This is an optimization exercise on Yosys and OpenROAD, whose aim is small area, a short achievable clock period and few clock cycles, not a production implementation. No run shown here included a check of the RTL's function; only the layout flow was run. No activity file was given, so power comes from the tool's default toggle rates.

$ cat design.v
module dec9 (
    input  wire       clk,
    input  wire       rst,
    input  wire       req_valid,
    output wire       req_ready,
    input  wire [7:0] req_p,
    input  wire [7:0] req_s,
    input  wire       in_valid,
    output wire       in_ready,
    input  wire [7:0] in_data,
    output wire       out_valid,
    input  wire       out_ready,
    output wire [7:0] out_char,
    output wire       out_last,
    output wire [3:0] out_fault,
    output wire [1:0] out_status,
    output wire       out_sign,
    output wire [6:0] out_intg,
    output wire [6:0] out_frac,
    output wire [3:0] out_len
);
    localparam [3:0] F_NONE        = 4'd0;
    localparam [3:0] F_BADNUMBER   = 4'd1;
    localparam [3:0] F_BADPARAM    = 4'd3;
    localparam [3:0] F_EMPTYDIGITS = 4'd7;
    localparam [3:0] F_GROUPRANGE  = 4'd8;
    localparam [1:0] ST_OK        = 2'd0;
    localparam [1:0] ST_TRUNCATED = 2'd1;
    localparam [1:0] ST_OVERFLOW  = 2'd2;
    localparam [31:0] GMAX = 32'd999999999;
    localparam [3:0] DEPTH = 4'd8;
    localparam P_IDLE = 0;
    localparam P_S0   = 1;     
    localparam P_S1   = 2;     
    localparam P_S2   = 3;     
    localparam P_S3   = 4;     
    localparam P_READ = 5;     
    localparam P_S1B  = 6;     
    localparam [2:0] K_IP   = 3'd0;   
    localparam [2:0] K_IF   = 3'd1;   
    localparam [2:0] K_FF   = 3'd2;   
    localparam [2:0] K_FP   = 3'd3;   
    localparam [2:0] K_NONE = 3'd4;   
    localparam [1:0] NX_REC = 2'd0;   
    localparam [1:0] NX_GRP = 2'd1;   
    localparam [1:0] NX_DOT = 2'd2;   
    function [2:0] dig2bytes(input [3:0] d);
        case (d)
            4'd0:    dig2bytes = 3'd0;
            4'd1:    dig2bytes = 3'd1;
            4'd2:    dig2bytes = 3'd1;
            4'd3:    dig2bytes = 3'd2;
            4'd4:    dig2bytes = 3'd2;
            4'd5:    dig2bytes = 3'd3;
            4'd6:    dig2bytes = 3'd3;
            default: dig2bytes = 3'd4;
        endcase
    endfunction
    function [31:0] pow10(input [3:0] k);
        case (k)
            4'd0:    pow10 = 32'd1;
            4'd1:    pow10 = 32'd10;
            4'd2:    pow10 = 32'd100;
            4'd3:    pow10 = 32'd1000;
            4'd4:    pow10 = 32'd10000;
            4'd5:    pow10 = 32'd100000;
            4'd6:    pow10 = 32'd1000000;
            4'd7:    pow10 = 32'd10000000;
            4'd8:    pow10 = 32'd100000000;
            default: pow10 = 32'd1000000000;
        endcase
    endfunction
    function [8:0] div9a(input [7:0] v);
        reg [7:0] r;
        reg [2:0] q;
        begin
            r = v;
            q[2] = (r >= 8'd144); if (q[2]) r = r - 8'd144;
            q[1] = (r >= 8'd72);  if (q[1]) r = r - 8'd72;
            q[0] = (r >= 8'd36);  if (q[0]) r = r - 8'd36;
            div9a = {q, r[5:0]};
        end
    endfunction
    function [5:0] div9b(input [5:0] v);
        reg [5:0] r;
        reg [1:0] q;
        begin
            r = v;
            q[1] = (r >= 6'd18); if (q[1]) r = r - 6'd18;
            q[0] = (r >= 6'd9);  if (q[0]) r = r - 6'd9;
            div9b = {q, r[3:0]};
        end
    endfunction
    function [7:0] tb_ip(input [3:0] x, input [1:0] fb);
        case ({x, fb})
            6'd4: tb_ip = 8'h64;
            6'd5: tb_ip = 8'h00;
            6'd6: tb_ip = 8'h00;
            6'd7: tb_ip = 8'h00;
            6'd8: tb_ip = 8'he8;
            6'd9: tb_ip = 8'h00;
            6'd10: tb_ip = 8'h00;
            6'd11: tb_ip = 8'h03;
            6'd12: tb_ip = 8'h27;
            6'd13: tb_ip = 8'h10;
            6'd14: tb_ip = 8'h00;
            6'd15: tb_ip = 8'h00;
            6'd16: tb_ip = 8'h86;
            6'd17: tb_ip = 8'ha0;
            6'd18: tb_ip = 8'h00;
            6'd19: tb_ip = 8'h01;
            6'd20: tb_ip = 8'h0f;
            6'd21: tb_ip = 8'h42;
            6'd22: tb_ip = 8'h40;
            6'd23: tb_ip = 8'h00;
            6'd24: tb_ip = 8'h98;
            6'd25: tb_ip = 8'h96;
            6'd26: tb_ip = 8'h80;
            6'd27: tb_ip = 8'h00;
            6'd28: tb_ip = 8'h05;
            6'd29: tb_ip = 8'hf5;
            6'd30: tb_ip = 8'he1;
            6'd31: tb_ip = 8'h00;
            6'd32: tb_ip = 8'h3b;
            6'd33: tb_ip = 8'h9a;
            6'd34: tb_ip = 8'hca;
            6'd35: tb_ip = 8'h00;
            default: tb_ip = 8'h00;
        endcase
    endfunction
    function [7:0] tb_fp(input [3:0] x, input [1:0] fb);
        case ({x, fb})
            6'd4: tb_fp = 8'h00;
            6'd5: tb_fp = 8'h3b;
            6'd6: tb_fp = 8'h9a;
            6'd7: tb_fp = 8'hca;
            6'd8: tb_fp = 8'h00;
            6'd9: tb_fp = 8'h3b;
            6'd10: tb_fp = 8'h9a;
            6'd11: tb_fp = 8'hca;
            6'd12: tb_fp = 8'hca;
            6'd13: tb_fp = 8'h00;
            6'd14: tb_fp = 8'h3b;
            6'd15: tb_fp = 8'h9a;
            6'd16: tb_fp = 8'hca;
            6'd17: tb_fp = 8'h00;
            6'd18: tb_fp = 8'h3b;
            6'd19: tb_fp = 8'h9a;
            6'd20: tb_fp = 8'h9a;
            6'd21: tb_fp = 8'hca;
            6'd22: tb_fp = 8'h00;
            6'd23: tb_fp = 8'h3b;
            6'd24: tb_fp = 8'h9a;
            6'd25: tb_fp = 8'hca;
            6'd26: tb_fp = 8'h00;
            6'd27: tb_fp = 8'h3b;
            6'd28: tb_fp = 8'h3b;
            6'd29: tb_fp = 8'h9a;
            6'd30: tb_fp = 8'hca;
            6'd31: tb_fp = 8'h00;
            6'd32: tb_fp = 8'h3b;
            6'd33: tb_fp = 8'h9a;
            6'd34: tb_fp = 8'hca;
            6'd35: tb_fp = 8'h00;
            default: tb_fp = 8'h00;
        endcase
    endfunction
    function [7:0] tb_full(input [1:0] fb);
        case (fb)
            2'd0: tb_full = 8'h3b;
            2'd1: tb_full = 8'h9a;
            2'd2: tb_full = 8'hca;
            2'd3: tb_full = 8'h00;
            default: tb_full = 8'h00;
        endcase
    endfunction
    function [6:0] bcd6(input [5:0] v);
        case (v)
            6'd0: bcd6 = 7'h00;
            6'd1: bcd6 = 7'h01;
            6'd2: bcd6 = 7'h02;
            6'd3: bcd6 = 7'h03;
            6'd4: bcd6 = 7'h04;
            6'd5: bcd6 = 7'h05;
            6'd6: bcd6 = 7'h06;
            6'd7: bcd6 = 7'h07;
            6'd8: bcd6 = 7'h08;
            6'd9: bcd6 = 7'h09;
            6'd10: bcd6 = 7'h10;
            6'd11: bcd6 = 7'h11;
            6'd12: bcd6 = 7'h12;
            6'd13: bcd6 = 7'h13;
            6'd14: bcd6 = 7'h14;
            6'd15: bcd6 = 7'h15;
            6'd16: bcd6 = 7'h16;
            6'd17: bcd6 = 7'h17;
            6'd18: bcd6 = 7'h18;
            6'd19: bcd6 = 7'h19;
            6'd20: bcd6 = 7'h20;
            6'd21: bcd6 = 7'h21;
            6'd22: bcd6 = 7'h22;
            6'd23: bcd6 = 7'h23;
            6'd24: bcd6 = 7'h24;
            6'd25: bcd6 = 7'h25;
            6'd26: bcd6 = 7'h26;
            6'd27: bcd6 = 7'h27;
            6'd28: bcd6 = 7'h28;
            6'd29: bcd6 = 7'h29;
            6'd30: bcd6 = 7'h30;
            6'd31: bcd6 = 7'h31;
            6'd32: bcd6 = 7'h32;
            6'd33: bcd6 = 7'h33;
            6'd34: bcd6 = 7'h34;
            6'd35: bcd6 = 7'h35;
            6'd36: bcd6 = 7'h36;
            6'd37: bcd6 = 7'h37;
            6'd38: bcd6 = 7'h38;
            6'd39: bcd6 = 7'h39;
            6'd40: bcd6 = 7'h40;
            6'd41: bcd6 = 7'h41;
            6'd42: bcd6 = 7'h42;
            6'd43: bcd6 = 7'h43;
            6'd44: bcd6 = 7'h44;
            6'd45: bcd6 = 7'h45;
            6'd46: bcd6 = 7'h46;
            6'd47: bcd6 = 7'h47;
            6'd48: bcd6 = 7'h48;
            6'd49: bcd6 = 7'h49;
            6'd50: bcd6 = 7'h50;
            6'd51: bcd6 = 7'h51;
            6'd52: bcd6 = 7'h52;
            6'd53: bcd6 = 7'h53;
            6'd54: bcd6 = 7'h54;
            6'd55: bcd6 = 7'h55;
            6'd56: bcd6 = 7'h56;
            6'd57: bcd6 = 7'h57;
            6'd58: bcd6 = 7'h58;
            6'd59: bcd6 = 7'h59;
            6'd60: bcd6 = 7'h60;
            6'd61: bcd6 = 7'h61;
            6'd62: bcd6 = 7'h62;
            6'd63: bcd6 = 7'h63;
            default: bcd6 = 7'h00;
        endcase
    endfunction
    function [3:0] adj3(input [3:0] d);
        begin
            adj3[3] = d[3] | (d[2] & d[0]) | (d[2] & d[1]);
            adj3[2] = (d[2] & ~d[1] & ~d[0]) | (d[3] & d[0]);
            adj3[1] = (d[1] & ~d[2]) | (d[1] & d[0]) | (d[3] & ~d[0]);
            adj3[0] = (~d[3] & ~d[2] & d[0]) | (d[2] & d[1] & ~d[0]) | (d[3] & ~d[0]);
        end
    endfunction
    function [35:0] dab(input [35:0] b, input bit_in);
        integer i;
        reg [35:0] t;
        begin
            for (i = 0; i < 9; i = i + 1)
                t[4*i +: 4] = adj3(b[4*i +: 4]);
            dab = {t[34:0], bit_in};
        end
    endfunction
    reg  [29:0] mem [0:7];
    reg  [2:0]  wp;           
    reg  [2:0]  wp_c;         
    reg  [2:0]  rp;           
    reg  [3:0]  used;         
    reg  [3:0]  avail;        
    reg         rq_v;
    reg  [7:0]  p_r, s_r;
    assign req_ready = !rq_v;
    reg  [6:0]  ps;
    reg         bad_r;
    reg         in_rdy;        
    reg         cap_first;     
    reg  [7:0]  p_left;        
    reg  [7:0]  skip_left;     
    reg         n_ip;
    reg  [3:0]  n_if;
    reg  [3:0]  n_ff;
    reg         n_fp;
    reg  [1:0]  fbyte;
    reg  [3:0]  intg0x_r;
    reg  [3:0]  frac0x_r;
    reg         primed;        
    reg         d_fld;         
    reg         d_first;       
    reg         d_last;        
    reg  [1:0]  d_kind;
    reg  [7:0]  d_tb;          
    reg         d_w3;          
    reg         d_abz;         
    reg  [31:0] fr;            
    reg         c_gt, c_eq;    
    reg         c_z;           
    reg         scaling;
    reg  [3:0]  sc_k;
    reg         b_v;           
    reg  [7:0]  x;
    reg         bn_r;          
    reg  [1:0]  status_r;
    reg         sign_r;
    reg  [6:0]  intg_r;
    reg  [6:0]  frac_r;
    reg  [3:0]  len_r;
    reg         range_err;
    reg         q_v;
    reg  [3:0]  q_fault;
    reg  [1:0]  q_status;
    reg         q_sign;
    reg  [6:0]  q_intg;
    reg  [6:0]  q_frac;
    reg  [3:0]  q_len;
    wire [8:0]  da_p = div9a(p_r);
    wire [8:0]  da_s = div9a(s_r);
    wire [5:0]  db_p = div9b(skip_left[5:0]);
    wire [5:0]  db_s = div9b(p_left[5:0]);
    wire [4:0]  intg0 = skip_left[4:0];
    wire [4:0]  frac0 = p_left[4:0];
    wire [5:0]  intg1 = {1'b0, intg0} + (intg0x_r != 4'd0 ? 6'd1 : 6'd0);
    wire [5:0]  frac1 = {1'b0, frac0} + (frac0x_r != 4'd0 ? 6'd1 : 6'd0);
    wire [7:0]  ls_grp = {1'b0, intg0 + frac0, 2'b00};
    wire [3:0]  ls_lft = {1'b0, dig2bytes(intg0x_r)} + {1'b0, dig2bytes(frac0x_r)};
    wire        overflow = intg1 > 6'd9;
    wire        truncate = !overflow && (intg1 + frac1 > 6'd9);
    wire [7:0]  ovf_skip = {5'd0, dig2bytes(intg0x_r)} + {1'b0, intg0 - 5'd9, 2'b00};
    wire [3:0]  trunc_ff = 4'd9 - intg1[3:0];
    wire [7:0]  pl_lsize = fr[7:0] + {4'd0, fr[25:22]};
    wire [7:0]  pl_skip  = fr[15:8];
    wire        pl_ovf   = fr[16];
    wire        pl_trunc = fr[17];
    wire [3:0]  pl_tff   = fr[21:18];
    wire [2:0] kind = n_ip           ? K_IP :
                      (n_if != 4'd0) ? K_IF :
                      (n_ff != 4'd0) ? K_FF :
                      n_fp           ? K_FP : K_NONE;
    wire [2:0] fwidth = (kind == K_IP) ? dig2bytes(intg0x_r) :
                        (kind == K_FP) ? dig2bytes(frac0x_r) : 3'd4;
    wire       field_end = ({1'b0, fbyte} == fwidth - 3'd1);
    wire [31:0] bound = (kind == K_IP) ? pow10(intg0x_r + 4'd1) : pow10(4'd9);
    wire [1:0]  bj    = fwidth[1:0] - 2'd1 - fbyte;     
    wire       adv_b  = b_v;                
    wire       step   = adv_b || (ps[P_READ] && !primed);
    wire       fill       = d_w3 && x[7];
    wire       gt_in      = d_first ? fill : c_gt;
    wire       eq_in      = d_first ? (d_abz && !fill) : c_eq;
    wire       z_in       = d_first || c_z;
    wire       gt_out     = gt_in || (eq_in && (x > d_tb));
    wire       eq_out     = eq_in && (x == d_tb);
    wire       z_out      = z_in && (x == 8'd0);
    wire       fbad       = gt_out || eq_out;
    wire       elide      = (len_r == 4'd0) && z_out && ((d_kind == K_IP[1:0]) || (d_kind == K_IF[1:0]));
    wire [31:0] fval      = {fr[23:0], x};
    wire       f_end      = adv_b && d_fld && d_last && !bn_r;
    wire       b_push     = f_end && !fbad && !elide && (d_kind != K_FP[1:0]);
    wire       sc_push    = scaling && (sc_k == 4'd0) && (used != DEPTH);
    wire       push       = b_push || sc_push;
    wire       wr_slot    = f_end || sc_push;
    wire [29:0] wr_data   = scaling ? fr[29:0] : fval[29:0];
    wire       take_byte  = in_valid && in_rdy;
    wire       parse_done = ps[P_READ] && (p_left == 8'd0) && !b_v && !scaling;
    wire [3:0] fin_fault  = bad_r                  ? F_BADPARAM :
                            bn_r                   ? F_BADNUMBER :
                            (len_r == 4'd0)        ? F_EMPTYDIGITS :
                            range_err              ? F_GROUPRANGE : F_NONE;
    wire       finish     = parse_done && !q_v;
    wire       rollback   = finish && (fin_fault != F_NONE);
    wire       commit     = finish && (fin_fault == F_NONE);
    assign in_ready = in_rdy;
    reg         ov, ol, oc5, oc4;    
    reg  [35:0] em;            
    reg  [3:0]  nleft;         
    reg  [3:0]  gleft;         
    reg  [1:0]  nx;
    reg  [3:0]  f_fault;
    reg  [1:0]  f_status;
    reg         f_sign;
    reg  [6:0]  f_intg;
    reg  [6:0]  f_frac;
    reg  [3:0]  f_len;
    reg         c_full;
    reg         c_spec;        
    reg  [3:0]  c_cnt;
    reg  [2:0]  c_nb;          
    reg  [35:0] cbcd;
    wire        c_done = c_full && (c_cnt == 4'd1);
    wire adv       = !ov || out_ready;
    wire unit_more = ov && (nleft != 4'd0);
    wire start_rec = adv && !unit_more && (nx == NX_REC) && q_v;
    wire em_take   = adv && !unit_more && c_done &&
                     ((nx == NX_GRP) || (start_rec && (q_fault == F_NONE) && !q_sign));
    wire c_go      = !c_full && (used != 4'd0);
    wire c_start   = c_go && !((avail == 4'd0) && finish);
    wire c_abort   = rollback && c_full && (c_cnt != 4'd1) && (avail == 4'd0);
    wire pop       = c_full && (c_cnt == 4'd2) && !c_abort;
    assign out_valid  = ov;
    assign out_last   = ol;
    assign out_char   = {2'b00, oc5, oc4, em[35:32]};
    assign out_fault  = f_fault;
    assign out_status = f_status;
    assign out_sign   = f_sign;
    assign out_intg   = f_intg;
    assign out_frac   = f_frac;
    assign out_len    = f_len;
    wire [3:0] used_inc = used + 4'd1;
    wire [3:0] used_dec = used - 4'd1;
    wire [3:0] used_rb  = used - len_r;
    wire [3:0] used_rbd = used - len_r - 4'd1;
    wire [3:0] used_n = rollback ? (c_spec ? 4'd0 : (pop ? used_rbd : used_rb)) :
                        (push && !pop) ? used_inc :
                        (pop && !push) ? used_dec : used;
    always @(posedge clk) begin
        if (wr_slot)
            mem[wp] <= wr_data;
    end
    always @(posedge clk) begin
        if (rst) begin
            wp    <= 3'd0;
            wp_c  <= 3'd0;
            rp    <= 3'd0;
            used  <= 4'd0;
            avail <= 4'd0;
        end else begin
            if (rollback)
                wp <= wp_c;
            else if (push)
                wp <= wp + 3'd1;
            if (commit)
                wp_c <= wp;
            if (rollback && c_spec)
                rp <= wp_c;
            else if (pop)
                rp <= rp + 3'd1;
            used <= used_n;
            if (commit)
                avail <= used - (pop ? 4'd1 : 4'd0);
            else if (pop && avail != 4'd0)
                avail <= avail - 4'd1;
        end
    end
    wire rd_n     = ps[P_S3] || (ps[P_READ] && !finish);
    wire pl_nz_n  = ps[P_S3] ? !bad_r :
                    take_byte ? (p_left != 8'd1) : (p_left != 8'd0);
    wire push_est = adv_b && d_fld && d_last && (d_kind != K_FP[1:0]);
    wire room_n   = ({1'b0, used} + {4'd0, push_est} + {4'd0, take_byte}) <= {1'b0, DEPTH - 4'd1};
    wire drain    = ps[P_READ] && primed &&
                    (bn_r || ((kind == K_NONE) && (b_v || take_byte || !d_fld)));
    always @(posedge clk) begin
        if (rst) begin
            ps      <= 7'd1 << P_IDLE;
            rq_v    <= 1'b0;
            in_rdy  <= 1'b0;
            b_v     <= 1'b0;
            scaling <= 1'b0;
            q_v     <= 1'b0;
        end else begin
            in_rdy <= rd_n && pl_nz_n && (room_n || drain);
            b_v    <= take_byte;
            if (req_valid && !rq_v)
                rq_v <= 1'b1;
            if (ps[P_S1B])
                rq_v <= 1'b0;
            if (start_rec)
                q_v <= 1'b0;
            if (finish)
                q_v <= 1'b1;
            if (ps[P_IDLE] && rq_v) begin
                ps[P_IDLE] <= 1'b0;
                ps[P_S0]   <= 1'b1;
            end
            if (ps[P_S0]) begin
                ps[P_S0] <= 1'b0;
                ps[P_S1] <= 1'b1;
            end
            if (ps[P_S1]) begin
                ps[P_S1]  <= 1'b0;
                ps[P_S1B] <= 1'b1;
            end
            if (ps[P_S1B]) begin
                ps[P_S1B] <= 1'b0;
                ps[P_S2]  <= 1'b1;
            end
            if (ps[P_S2]) begin
                ps[P_S2] <= 1'b0;
                ps[P_S3] <= 1'b1;
            end
            if (ps[P_S3]) begin
                ps[P_S3]   <= 1'b0;
                ps[P_READ] <= 1'b1;
            end
            if (scaling) begin
                if (sc_k == 4'd0 && used != DEPTH)
                    scaling <= 1'b0;
            end else if (adv_b && d_fld && d_last && !bn_r && !fbad && d_kind == K_FP[1:0]) begin
                scaling <= 1'b1;
            end
            if (finish) begin
                ps[P_READ] <= 1'b0;
                ps[P_S0]   <= rq_v;
                ps[P_IDLE] <= !rq_v;
            end
        end
    end
    always @(posedge clk) begin
        if (req_valid && !rq_v) begin
            p_r <= req_p;
            s_r <= req_s;
        end
        if (take_byte) begin
            x         <= in_data ^ {cap_first, 7'd0} ^ {8{cap_first ? ~in_data[7] : sign_r}};
            p_left    <= p_left - 8'd1;
            cap_first <= 1'b0;
            if (cap_first)
                sign_r <= ~in_data[7];
        end
        if (step) begin
            primed  <= 1'b1;
            d_fld   <= (skip_left == 8'd0) && (kind != K_NONE);
            d_first <= (fbyte == 2'd0);
            d_last  <= field_end;
            d_kind  <= kind[1:0];
            d_tb    <= (kind == K_IP) ? tb_ip(intg0x_r, fbyte) :
                       (kind == K_FP) ? tb_fp(frac0x_r, fbyte) : tb_full(fbyte);
            d_w3    <= (fwidth == 3'd3);
            d_abz   <= (fwidth == 3'd4) || ((bound >> {fwidth[1:0], 3'b000}) == 32'd0);
            if (skip_left != 8'd0) begin
                skip_left <= skip_left - 8'd1;
            end else if (kind != K_NONE) begin
                if (field_end) begin
                    fbyte <= 2'd0;
                    case (kind)
                        K_IP: n_ip <= 1'b0;
                        K_IF: n_if <= n_if - 4'd1;
                        K_FF: n_ff <= n_ff - 4'd1;
                        default: n_fp <= 1'b0;
                    endcase
                end else begin
                    fbyte <= fbyte + 2'd1;
                end
            end
        end
        if (ps[P_S0]) begin
            bad_r <= (p_r == 8'd0) || (s_r > p_r);
            p_r   <= p_r - s_r;
        end
        if (ps[P_S1]) begin
            skip_left <= {2'd0, da_p[5:0]};
            p_left    <= {2'd0, da_s[5:0]};
            intg0x_r  <= {1'b0, da_p[8:6]};
            frac0x_r  <= {1'b0, da_s[8:6]};
            intg_r    <= p_r[6:0];
            frac_r    <= s_r[6:0];
            bn_r      <= 1'b0;
            len_r     <= 4'd0;
            range_err <= 1'b0;
            cap_first <= 1'b1;
            primed    <= 1'b0;
            fbyte     <= 2'd0;
            fr        <= 32'd0;
        end
        if (ps[P_S1B]) begin
            skip_left <= {3'd0, intg0x_r[2:0], db_p[5:4]};
            p_left    <= {3'd0, frac0x_r[2:0], db_s[5:4]};
            intg0x_r  <= db_p[3:0];
            frac0x_r  <= db_s[3:0];
        end
        if (ps[P_S2]) begin
            fr <= {6'd0, ls_lft, trunc_ff, truncate, overflow, ovf_skip, ls_grp};
        end
        if (ps[P_S3]) begin
            fr <= 32'd0;
            if (bad_r) begin
                p_left    <= 8'd0;
                skip_left <= 8'd0;
                n_ip      <= 1'b0;
                n_if      <= 4'd0;
                n_ff      <= 4'd0;
                n_fp      <= 1'b0;
            end else begin
                p_left <= pl_lsize;
                if (pl_ovf) begin
                    skip_left <= pl_skip;
                    n_ip      <= 1'b0;
                    n_if      <= 4'd9;
                    n_ff      <= 4'd0;
                    n_fp      <= 1'b0;
                    intg0x_r  <= 4'd0;
                    frac0x_r  <= 4'd0;
                    status_r  <= ST_OVERFLOW;
                    intg_r    <= 7'd81;
                    frac_r    <= 7'd0;
                end else if (pl_trunc) begin
                    skip_left <= 8'd0;
                    n_ip      <= (intg0x_r != 4'd0);
                    n_if      <= intg0[3:0];
                    n_ff      <= pl_tff;
                    n_fp      <= 1'b0;
                    frac0x_r  <= 4'd0;
                    status_r  <= ST_TRUNCATED;
                    frac_r    <= {pl_tff, 3'b000} + {3'd0, pl_tff};
                end else begin
                    skip_left <= 8'd0;
                    n_ip      <= (intg0x_r != 4'd0);
                    n_if      <= intg0[3:0];
                    n_ff      <= frac0[3:0];
                    n_fp      <= (frac0x_r != 4'd0);
                    status_r  <= ST_OK;
                end
            end
        end
        if (ps[P_READ]) begin
            if (scaling) begin
                if (sc_k != 4'd0) begin
                    fr   <= {fr[28:0], 3'b000} + {fr[30:0], 1'b0};
                    sc_k <= sc_k - 4'd1;
                end else if (used != DEPTH) begin
                    len_r <= len_r + 4'd1;
                    if (fr > GMAX)
                        range_err <= 1'b1;
                end
            end else if (adv_b && d_fld) begin
                c_gt <= gt_out;
                c_eq <= eq_out;
                c_z  <= z_out;
                if (d_last) begin
                    fr <= 32'd0;
                    if (!bn_r) begin
                        if (fbad) begin
                            bn_r <= 1'b1;
                        end else if (d_kind == K_FP[1:0]) begin
                            fr   <= fval;
                            sc_k <= 4'd9 - frac0x_r;
                        end else if (elide) begin
                            intg_r <= intg_r - ((d_kind == K_IP[1:0]) ? {3'd0, intg0x_r} : 7'd9);
                        end else begin
                            len_r <= len_r + 4'd1;
                        end
                    end
                end else begin
                    fr <= fval;
                end
            end
        end
        if (finish) begin
            q_fault  <= fin_fault;
            q_status <= status_r;
            q_sign   <= sign_r;
            q_intg   <= intg_r;
            q_frac   <= frac_r;
            q_len    <= len_r;
        end
    end
    wire [29:0] rd = mem[rp];
    wire [35:0] c0 = {29'd0, bcd6(rd[29:24])};
    wire [35:0] c3 = dab(dab(dab(cbcd, c_nb[2]), c_nb[1]), c_nb[0]);
    reg  [2:0]  nb_next;
    always @(*) begin
        case (c_cnt[2:0])
            3'd0:    nb_next = rd[20:18];       
            3'd7:    nb_next = rd[17:15];
            3'd6:    nb_next = rd[14:12];
            3'd5:    nb_next = rd[11:9];
            3'd4:    nb_next = rd[8:6];
            3'd3:    nb_next = rd[5:3];
            default: nb_next = rd[2:0];         
        endcase
    end
    always @(posedge clk) begin
        if (rst) begin
            c_full <= 1'b0;
            c_spec <= 1'b0;
        end else begin
            if ((rollback && c_spec) || c_abort) begin
                c_full <= 1'b0;
                c_spec <= 1'b0;
            end else if (c_start) begin
                c_full <= 1'b1;
                c_spec <= 1'b0;
            end else begin
                if (em_take)
                    c_full <= 1'b0;
                if (pop)
                    c_spec <= (avail == 4'd0) && !commit;
                else if (commit)
                    c_spec <= 1'b0;
            end
        end
    end
    always @(posedge clk) begin
        if (c_go) begin
            c_cnt <= 4'd8;
            cbcd  <= c0;
            c_nb  <= rd[23:21];
        end else if (c_full && c_cnt != 4'd1) begin
            cbcd  <= c3;
            c_nb  <= nb_next;
            c_cnt <= c_cnt - 4'd1;
        end
    end
    always @(posedge clk) begin
        if (rst) begin
            ov <= 1'b0;
            ol <= 1'b0;
            nx <= NX_REC;
            nleft <= 4'd0;
        end else if (adv) begin
            if (unit_more) begin
                nleft <= nleft - 4'd1;
                ol    <= (nleft == 4'd1) && (gleft == 4'd0);
            end else begin
                case (nx)
                NX_GRP: begin
                    ov <= c_done;
                    if (c_done) begin
                        ol    <= 1'b0;
                        nleft <= 4'd8;
                        nx    <= (gleft == 4'd1) ? NX_REC : NX_DOT;
                    end
                end
                NX_DOT: begin
                    ov    <= 1'b1;
                    ol    <= 1'b0;
                    nleft <= 4'd0;
                    nx    <= NX_GRP;
                end
                default: begin
                    ol <= 1'b0;
                    ov <= 1'b0;
                    if (q_v) begin
                        nleft <= 4'd0;
                        if (q_fault != F_NONE) begin
                            ov <= 1'b1;
                            ol <= 1'b1;
                        end else if (q_sign) begin
                            ov <= 1'b1;
                            nx <= NX_GRP;
                        end else begin
                            ov <= c_done;
                            nx <= NX_GRP;
                            if (c_done) begin
                                nleft <= 4'd8;
                                nx    <= (q_len == 4'd1) ? NX_REC : NX_DOT;
                            end
                        end
                    end
                end
                endcase
            end
        end
    end
    always @(posedge clk) begin
        if (adv) begin
            if (unit_more) begin
                em  <= {em[31:0], em[3:0]};
                oc4 <= 1'b1;
            end else begin
                case (nx)
                NX_GRP: begin
                    if (c_done) begin
                        em    <= c3;
                        oc5   <= 1'b1;
                        oc4   <= 1'b1;
                        gleft <= gleft - 4'd1;
                    end
                end
                NX_DOT: begin
                    em[35:32] <= 4'hE;
                    oc5 <= 1'b1;
                    oc4 <= 1'b0;
                end
                default: begin
                    if (q_v) begin
                        f_fault  <= q_fault;
                        f_status <= q_status;
                        f_sign   <= q_sign;
                        f_intg   <= q_intg;
                        f_frac   <= q_frac;
                        f_len    <= q_len;
                        if (q_fault != F_NONE) begin
                            em[35:32] <= 4'h0;
                            oc5 <= 1'b0;
                            oc4 <= 1'b0;
                        end else if (q_sign) begin
                            em[35:32] <= 4'hD;
                            oc5   <= 1'b1;
                            oc4   <= 1'b0;
                            gleft <= q_len;
                        end else if (c_done) begin
                            em    <= c3;
                            oc5   <= 1'b1;
                            oc4   <= 1'b1;
                            gleft <= q_len - 4'd1;
                        end else begin
                            gleft <= q_len;
                        end
                    end
                end
                endcase
            end
        end
    end
endmodule
$ cat flow/run.sh
#!/bin/bash
# The standard layout (the standard.sh: ORFS synthesis to finish), with
# the port buffers made of buf_2 cells in place of the default pick.
set -euo pipefail
export BUFFER_PORTS_ARGS="-buffer_cell sky130_fd_sc_hd__buf_2"
bash standard.sh > standard.log 2>&1
$ cat standard.sh
#!/bin/bash
# synth_recipe.tcl (not shown) runs the flow's synth.tcl, then flattens the netlist and writes it again
# the make line also repeats each setting of config.mk as NAME=value (left out here)
make -C /OpenROAD-flow-scripts/flow DESIGN_CONFIG=/design/flow/config.mk WORK_HOME=/design/flow/orfs CLKGATE_MAP_FILE= SYNTH_SCRIPT=/design/flow/synth_recipe.tcl "${@:-finish}"
$ cat config.mk
export PLATFORM = sky130hd
export DESIGN_NAME = dec9
export DESIGN_NICKNAME = dec9
export VERILOG_FILES = /design/flow/design.v
export SDC_FILE = /design/flow/constraint.sdc
export NUM_CORES = 4
export LEC_CHECK = 0
export CAP_MARGIN = 20
export CORE_MARGIN = 2
export CORE_UTILIZATION = 65
export SLEW_MARGIN = 20
$ cat constraint.sdc
create_clock -name core_clock -period 12.0 [get_ports {clk}]
set_input_delay 2.4000 -clock core_clock [delete_from_list [all_inputs] [get_ports {clk}]]
set_output_delay 2.4000 -clock core_clock [all_outputs]
set_load 0.01 [all_outputs]
==> flow_summary_export.csv, run 1 <==
group,metric,value,unit
clocking,cts_buffer_depth,3,
timing,rsz0062_at_grt,"no",
yosys,synth_edf_count,418,
worst_setup_path,crit_type,"reg2reg",
layout,drive_above_1_share,10.9,%
pwr,p_int,4.05,mW
clocking,cts_tree,"yes",
worst_setup_path,rr_endpoint,"used[3]$_SDFFE_PP0P_",
floorplan,rows,83,
timing,holdWs,421,ps
routing,post_drt_wl_per_cell,23.1,um
timing,max_freq,0.208,GHz
clocking,insertion_delay,640,ps
timing,report.final.hold_viol_count,0,
timing,period_share,40.1,%
worst_setup_path,start_kind,"flop",
pwr,peakVddDrop,0.182,mV
global_routing,grt_util_met3,4.63,%
pwr,swShare,35.6,%
placement,port_buffers,63,
pwr,p_per_area,172,nW/um^2
clocking,cts.htree.levels,2,
global_routing,grt_pass1_wl,144000,um
min_path,hold_start,"q_frac[2]$_DFFE_PP_",
yosys,async_flop_share,0,%
yosys,synthDistinctLibCells,109,
layout,synthToLayoutAreaGrowth,7.81,%
yosys,ys_seq_area_share,45.3,%
yosys,syn_area,33800,sq um
pwr,p_switching,2.23,mW
worst_setup_path,reg2reg_slack,7190,ps
yosys,avgSynthCellArea,10.1,sq um
worst_setup_path,reg2reg_from,"p_left[1]$_DFFE_PP_",
min_path,hold_path.class,"reg2reg",
timing,layout_min_cycle_time,4810,ps
clocking,postCtsResizedCells,0,
min_path,min_to,"f_frac[2]$_DFFE_PP_",
placement,dp_hpwl,62700,um
yosys,synth_top_area_share,37.1,%
clocking,cts-hold-fix-buffers,0,
pwr,pwr-share-comb,29.0,%
worst_setup_path,crit_required,12500,ps
layout,finalInstanceArea,36500,sq um
outcome,outcome,"timing/DRC/antenna clean",
worst_setup_path,cp_max_fo,31,
floorplan,die_area,53900,sq um
routing,route.vias.total,27200,
worst_setup_path,arrival,5310,ps
timing,final_max_slew_viol_count,0,
pwr,pwr-share-clk,30.7,%
floorplan,num_io_pins,66,
clocking,post_cts_buffers,0,
pwr,power.total,6.28,mW
timing,finClkSkew,33.2,ps
yosys,synth_common_cells,"418 x edfxtp_1, 284 x nor2_1, 272 x nand2_1, 223 x o21ai_0, 212 x a21oi_1",
clocking,clockRootBuffer,"clkbuf_16",
placement,dpl-instance-area,34400,sq um
global_routing,antenna_found_initial,1,
layout,fin_util,71.0,%
clocking,clk_pin_slew,60,ps
worst_setup_path,reg2reg_depth,15,
routing,drc,0,
global_routing,grt_overflow,0,
layout,final_cells,4006,
routing,routed_via_density,6.80,
floorplan,core_area,51400,sq um
timing,tns,0,ps
clocking,numCtsBuffers,56,
timing,finalSetupViolCount,0,
placement,gp_congestion,0.931,
global_routing,grt_max_degree,61,
layout,seq_area,15300,sq um
yosys,synthFlopType,"edfxtp_1",
flow_run,max-cap-violations,0,
yosys,synth_most_common_cell,"edfxtp_1",
global_routing,gr-usage-met1,46.8,%
min_path,hold_depth,0,
layout,final_net_count,3470,
timing,slew-limit-headroom,28.4,%
global_routing,first_global_vias,25800,
yosys,yosys_warnings,1,
pwr,seqPwrFrac,40.3,%
global_routing,grt_busiest_layer,"met2",
timing,worst_pin_slew,1070,ps
floorplan,die_x,232,um
layout,multiInputGateArea,17100,sq um
placement,dpl.cell_count,3897,
clocking,cts.sinks,557,
yosys,synthTopCellsByArea,"edfxtp_1 37%, dfxtp_1 8.2%, ha_1 5.6%",
routing,drtPass1Iterations,5,
global_routing,grt_use_met2,56.0,%
floorplan,die_h,232,um
yosys,syn_inst,3348,
yosys,synth_seq_cells,557,
routing,final_antenna_net_count,0,
yosys,synth_largest_area_cell,"edfxtp_1",
global_routing,grt_usage,33.9,%
placement,pre_cts_ws,7300,ps
layout,fill_cells,3735,
routing,drt-total-wl,92400,um
floorplan,initial_core_util,65.8,%
pwr,p_leak,13.1,nW
routing,drt-initial-drc-count,2588,
timing,worst_slack,7190,ps
worst_setup_path,crit_path_end_kind,"flop",
## power groups by stage
stage / Combinational (mW) / Sequential (mW) / Clock [mW]
finish: 1.82 / 2.53 / 1.93
global route: 2.01 / 2.56 / 2.01
CTS: 1.78 / 2.51 / 1.94
detailed placement: 1.77 / 2.56 / 0
global placement: 1.71 / 2.54 / 0
floorplan: 1.57 / 2.30 / 0
## cell families (layout without fill, tap and decap cells)
kind of cell | after synthesis | after routing | synth area share [%]
adder cells (fa/ha/maj) | 164 | 164 | 6.30
flip-flops | 557 | 557 | 45.3
AND/OR/NAND/NOR | 973 | 973 | 13.7
XOR/XNOR | 133 | 133 | 3.46
AO/OA/AOI/OAI | 977 | 977 | 19.2
other | 1 | 3 | 0.0111
multiplexers | 172 | 172 | 7.62
buffers and inverters | 371 | 347 | 4.38
## state kept, by name, indices dropped and copies added (netlist names), 7 cells and up, named ones only
register / cells
d_tb: 8
s_r: 8
frac_r: 7
ps: 7
p_left: 8
x: 8
p_r: 8
intg_r: 7
q_intg: 7
cbcd: 36
skip_left: 8
f_intg: 7
fr: 32
em: 32
mem: 240
q_frac: 7
f_frac: 7
## how the worst max path moves through the flow
stage                                end  cells past startpoint                 from  slack [ps]
floorplan               em[10]$_DFFE_PP_                      2            out_ready        6840
global placement    used[3]$_SDFFE_PP0P_                     15  p_left[1]$_DFFE_PP_        7440
detailed placement  used[3]$_SDFFE_PP0P_                     15  p_left[1]$_DFFE_PP_        7300
CTS                 used[3]$_SDFFE_PP0P_                     15  p_left[1]$_DFFE_PP_        7260
global route        used[3]$_SDFFE_PP0P_                     15  p_left[1]$_DFFE_PP_        6890
finish              used[3]$_SDFFE_PP0P_                     15  p_left[1]$_DFFE_PP_        7190
## layout make-up
| type | count | area share, % |
|---|---|---|
| inverters | 150 | 1.54 |
| clock buffers | 67 | 4.15 |
| well taps | 680 | 2.33 |
| multi-input cells | 2421 | 46.9 |
| diodes | 1 | 0.00686 |
| clock inverters | 38 | 1.45 |
| repair buffers | 92 | 1.58 |
| flip-flops and latches | 557 | 42.0 |
## worst max-delay path, stage by stage (launching register included)
cell and delay, ps:
edfxtp_1 580, inv_1 260, ha_1 220, nor3b_1 200, nand4_1 230, inv_2 540
o21ai_1 500, o31a_1 590, or2_2 400, ha_1 290, a21o_1 180, a21oi_1 170
nor2_1 60, mux2i_1 170, mux2i_1 190, o21ai_0 90
## cells in the final DEF (no fill, tap or decap), types with 63 or more instances in the layout
cell	synthesis	final
edfxtp_1	418	418
nor2_1	284	276
nand2_1	272	272
o21ai_0	223	222
buf_2	29	63
a21oi_1	212	210
ha_1	152	152
nand3_1	72	72
mux4_2	63	63
nor3_1	97	95
a211oi_1	68	68
xnor2_1	96	96
inv_1	139	139
dfxtp_1	139	136
## layer usage
metal / share of wire (%) / up-vias
met5: 0 / -
met4: 2.9 / 0
met3: 8.1 / 198
met2: 48 / 1309
met1: 41 / 13300
li1: - / 12500
==> inputs of run 2 (changes only) <==
==> flow/run.sh (replaced) <==
#!/bin/bash
# The standard layout (the standard.sh: ORFS synthesis to finish), with
# the port buffers made of buf_2 cells in place of the default pick, and
# ORFS's timing repair aiming past the clock period (slack margin).
set -euo pipefail
export BUFFER_PORTS_ARGS="-buffer_cell sky130_fd_sc_hd__buf_2"
export SETUP_SLACK_MARGIN=8.4
bash standard.sh > standard.log 2>&1
==> run 2 against run 1 <==
  * Clock power down 3%
  * Fmax increased by 34%
  * Count of clock-buffer cells in the layout rose by 17
  * Power shrank 0.13%
  * Critical path type is now reg2out
  * Core utilization grew 1.0 points
  * Still clean
  * Sequential cell count unchanged
  * Worst setup slack better by 1200 ps
  * Sequential power hardly changed
  * Clock skew up 5.5 ps
  * First-iteration DRC count is 17% higher
  * Non-clock buffer count increased by 41
  * Final cell count grew 1.1%
==> flow_summary_export.csv, run 2 <==
group,metric,value,unit
outcome,outcome,"timing/DRC/antenna clean",
floorplan,num_io_pins,66,
worst_setup_path,crit_path_end_kind,"primary output",
placement,dpl-instance-area,34400,sq um
timing,slew-limit-headroom,29.0,%
worst_setup_path,reg2reg_slack,8470,ps
timing,holdWs,419,ps
placement,pre_cts_ws,7750,ps
layout,final_cells,4051,
layout,top_register,"mem",
timing,tns,0,ps
placement,dpl.cell_count,3896,
routing,post_drt_wl_per_cell,22.7,um
yosys,synth_most_common_cell,"edfxtp_1",
yosys,syn_inst,3348,
routing,route.vias.total,27300,
layout,fin_util,72.0,%
floorplan,die_x,232,um
routing,drtPass1Iterations,6,
global_routing,grt_overflow,0,
pwr,power.total,6.27,mW
floorplan,initial_core_util,65.8,%
clocking,cts.sinks,557,
global_routing,grt_pass1_wl,143000,um
clocking,cts_buffer_depth,3,
global_routing,first_global_vias,25500,
min_path,hold_path.class,"reg2reg",
placement,port_buffers,63,
global_routing,grt_max_degree,61,
clocking,numCtsBuffers,57,
yosys,synthTopCellsByArea,"edfxtp_1 37%, dfxtp_1 8.2%, ha_1 5.6%",
timing,worst_pin_slew,1060,ps
min_path,hold_start,"q_frac[6]$_DFFE_PP_",
layout,synthToLayoutAreaGrowth,9.34,%
layout,final_common_cell,"edfxtp_1",
worst_setup_path,max_stage_delay,420,ps
worst_setup_path,crit_required,9600,ps
timing,rsz0062_at_grt,"yes",
worst_setup_path,crit_slowest_cell,"edfxtp_1",
timing,report.final.hold_viol_count,0,
layout,reg_top3,"mem: 240 flops, cbcd: 36 flops",
layout,layout_common_cells,"418 x edfxtp_1, 275 x nor2_1, 270 x nand2_1",
yosys,synth_edf_count,418,
clocking,insertion_delay,630,ps
timing,max_freq,0.278,GHz
layout,finalInstanceArea,37000,sq um
yosys,async_flop_share,0,%
worst_setup_path,crit_type,"reg2out",
worst_setup_path,reg2reg_depth,10,
clocking,cts_tree,"yes",
yosys,synthDistinctLibCells,109,
clocking,cts.htree.levels,2,
routing,drt-total-wl,91800,um
yosys,synth_seq_cells,557,
yosys,avgSynthCellArea,10.1,sq um
pwr,p_per_area,170,nW/um^2
worst_setup_path,path_cells,"buf_2",
timing,worst_slack,8400,ps
timing,finClkSkew,38.7,ps
layout,largest_reg_flops,240,
clocking,clockRootBuffer,"clkbuf_16",
yosys,syn_area,33800,sq um
routing,drt-initial-drc-count,3037,
floorplan,die_h,232,um
min_path,min_to,"f_frac[6]$_DFFE_PP_",
flow_run,max-cap-violations,0,
yosys,synth_common_cells,"418 x edfxtp_1, 284 x nor2_1, 272 x nand2_1, 223 x o21ai_0, 212 x a21oi_1",
worst_setup_path,arrival,1200,ps
timing,layout_min_cycle_time,3600,ps
worst_setup_path,crit_buf_inv,1,
placement,gp_congestion,0.928,
global_routing,antenna_found_initial,4,
yosys,synthFlopType,"edfxtp_1",
timing,finalSetupViolCount,0,
floorplan,die_area,53900,sq um
worst_setup_path,start_kind,"flop",
yosys,yosys_warnings,1,
worst_setup_path,rr_endpoint,"intg_r[5]$_DFF_P_",
global_routing,grt_usage,33.7,%
layout,drive_above_1_share,13.0,%
layout,final_net_count,3513,
pwr,peakVddDrop,0.142,mV
placement,dp_hpwl,62100,um
timing,period_share,30.0,%
floorplan,rows,83,
min_path,hold_depth,0,
pwr,p_leak,13.3,nW
routing,drc,0,
routing,final_antenna_net_count,0,
worst_setup_path,cp_max_fo,2,
worst_setup_path,crit_family,"flip-flops",
yosys,synth_top_area_share,37.1,%
worst_setup_path,reg2reg_from,"x[2]$_DFFE_PP_",
yosys,ys_seq_area_share,45.3,%
timing,final_max_slew_viol_count,0,
clocking,clk_pin_slew,60,ps
yosys,synth_largest_area_cell,"edfxtp_1",
clocking,cts-hold-fix-buffers,0,
routing,routed_via_density,6.74,
floorplan,core_area,51400,sq um
run 2: kinds of logic after synthesis:
group / Yosys count / share of synthesized area [%]
XOR/XNOR: 133 / 3.46
flip-flops: 557 / 45.3
other: 1 / 0.0111
multiplexers: 172 / 7.62
buffers and inverters: 371 / 4.38
adder cells (fa/ha/maj): 164 / 6.30
AND/OR/NAND/NOR: 973 / 13.7
AO/OA/AOI/OAI: 977 / 19.2
run 2: final cells by class:
cell class                 instances  area [sq um]
timing repair inverter             1          6.26
antenna                            2          5.00
timing repair buffer             133           925
fill                            3681         14400
sequential                       557         15400
inverter                         150           587
multi-input combinational       2421         17300
clock inverter                    23           339
tap                              680           851
clock buffer                      84          1670
run 2: metal layers:
metal	vias to the layer above	wire length (um)	global-route usage, %
met5	-	30	0
met4	6	3080	11.6
met3	222	8560	6.66
met2	1326	43100	53.9
met1	13200	37100	46.1
li1	12600	-	-
run 2: worst max path at each step:
stage / start / to / slack [ps] / depth (start not counted)
2_1_floorplan: out_ready / f_fault[0]$_DFFE_PP_ / 8400 / 3
3_3_place_gp: p_left[0]$_DFFE_PP_ / used[3]$_SDFFE_PP0P_ / 7910 / 16
3_5_place_dp: p_left[0]$_DFFE_PP_ / used[3]$_SDFFE_PP0P_ / 7750 / 16
4_1_cts: p_left[0]$_DFFE_PP_ / used[3]$_SDFFE_PP0P_ / 8220 / 16
5_1_grt: x[2]$_DFFE_PP_ / intg_r[5]$_DFF_P_ / 8260 / 10
6_report: oc5$_DFFE_PP_ / out_char[5] / 8400 / 1
run 2: what timing repair did:
action / 4_1_cts / 5_1_grt
cloned: 1 / 0
pin swaps: 4 / 9
gates resized for setup: 18 / 34
setup endpoints to repair: 105 / 73
setup buffers: 16 / 25
run 2: where the power goes:
group	internal, mW	switching (mW)	total (mW)
Sequential	2.19	0.350	2.54
Combinational	0.734	1.12	1.86
Clock	1.12	0.758	1.88

==> static timing again, ports no longer ideal <==
The results above use ideal ports. As a check the final layouts listed here were re-extracted and re-timed, cells and wires unchanged.
Step 1: set_driving_cell puts a clkbuf_16 on clk and a buf_2 on each other input, an assumption about the parent block.
Step 2, shift: input delay + t, output delay - t, t = (earliest + latest rising clock arrival at the registers) / 2. This alone moves slack from input paths to output paths.
a / b / c = ideal ports / drivers / drivers and shift; a / b = the first two.
run | t (ns) | setup slack, ns | worst slew at a driven data input, ns | cell pins on the clock port's net
run 1 | 0.681 | 7.188 / 7.188 / 7.188 | 0.06 | 1
run 2 | 0.681 | 8.403 / 8.339 / 7.902 | 0.06 | 1
After both steps every run listed still meets setup and hold. The setup slack of run 2, which loses most, moves by -0.064 ns with the drivers and by -0.501 ns with both steps.
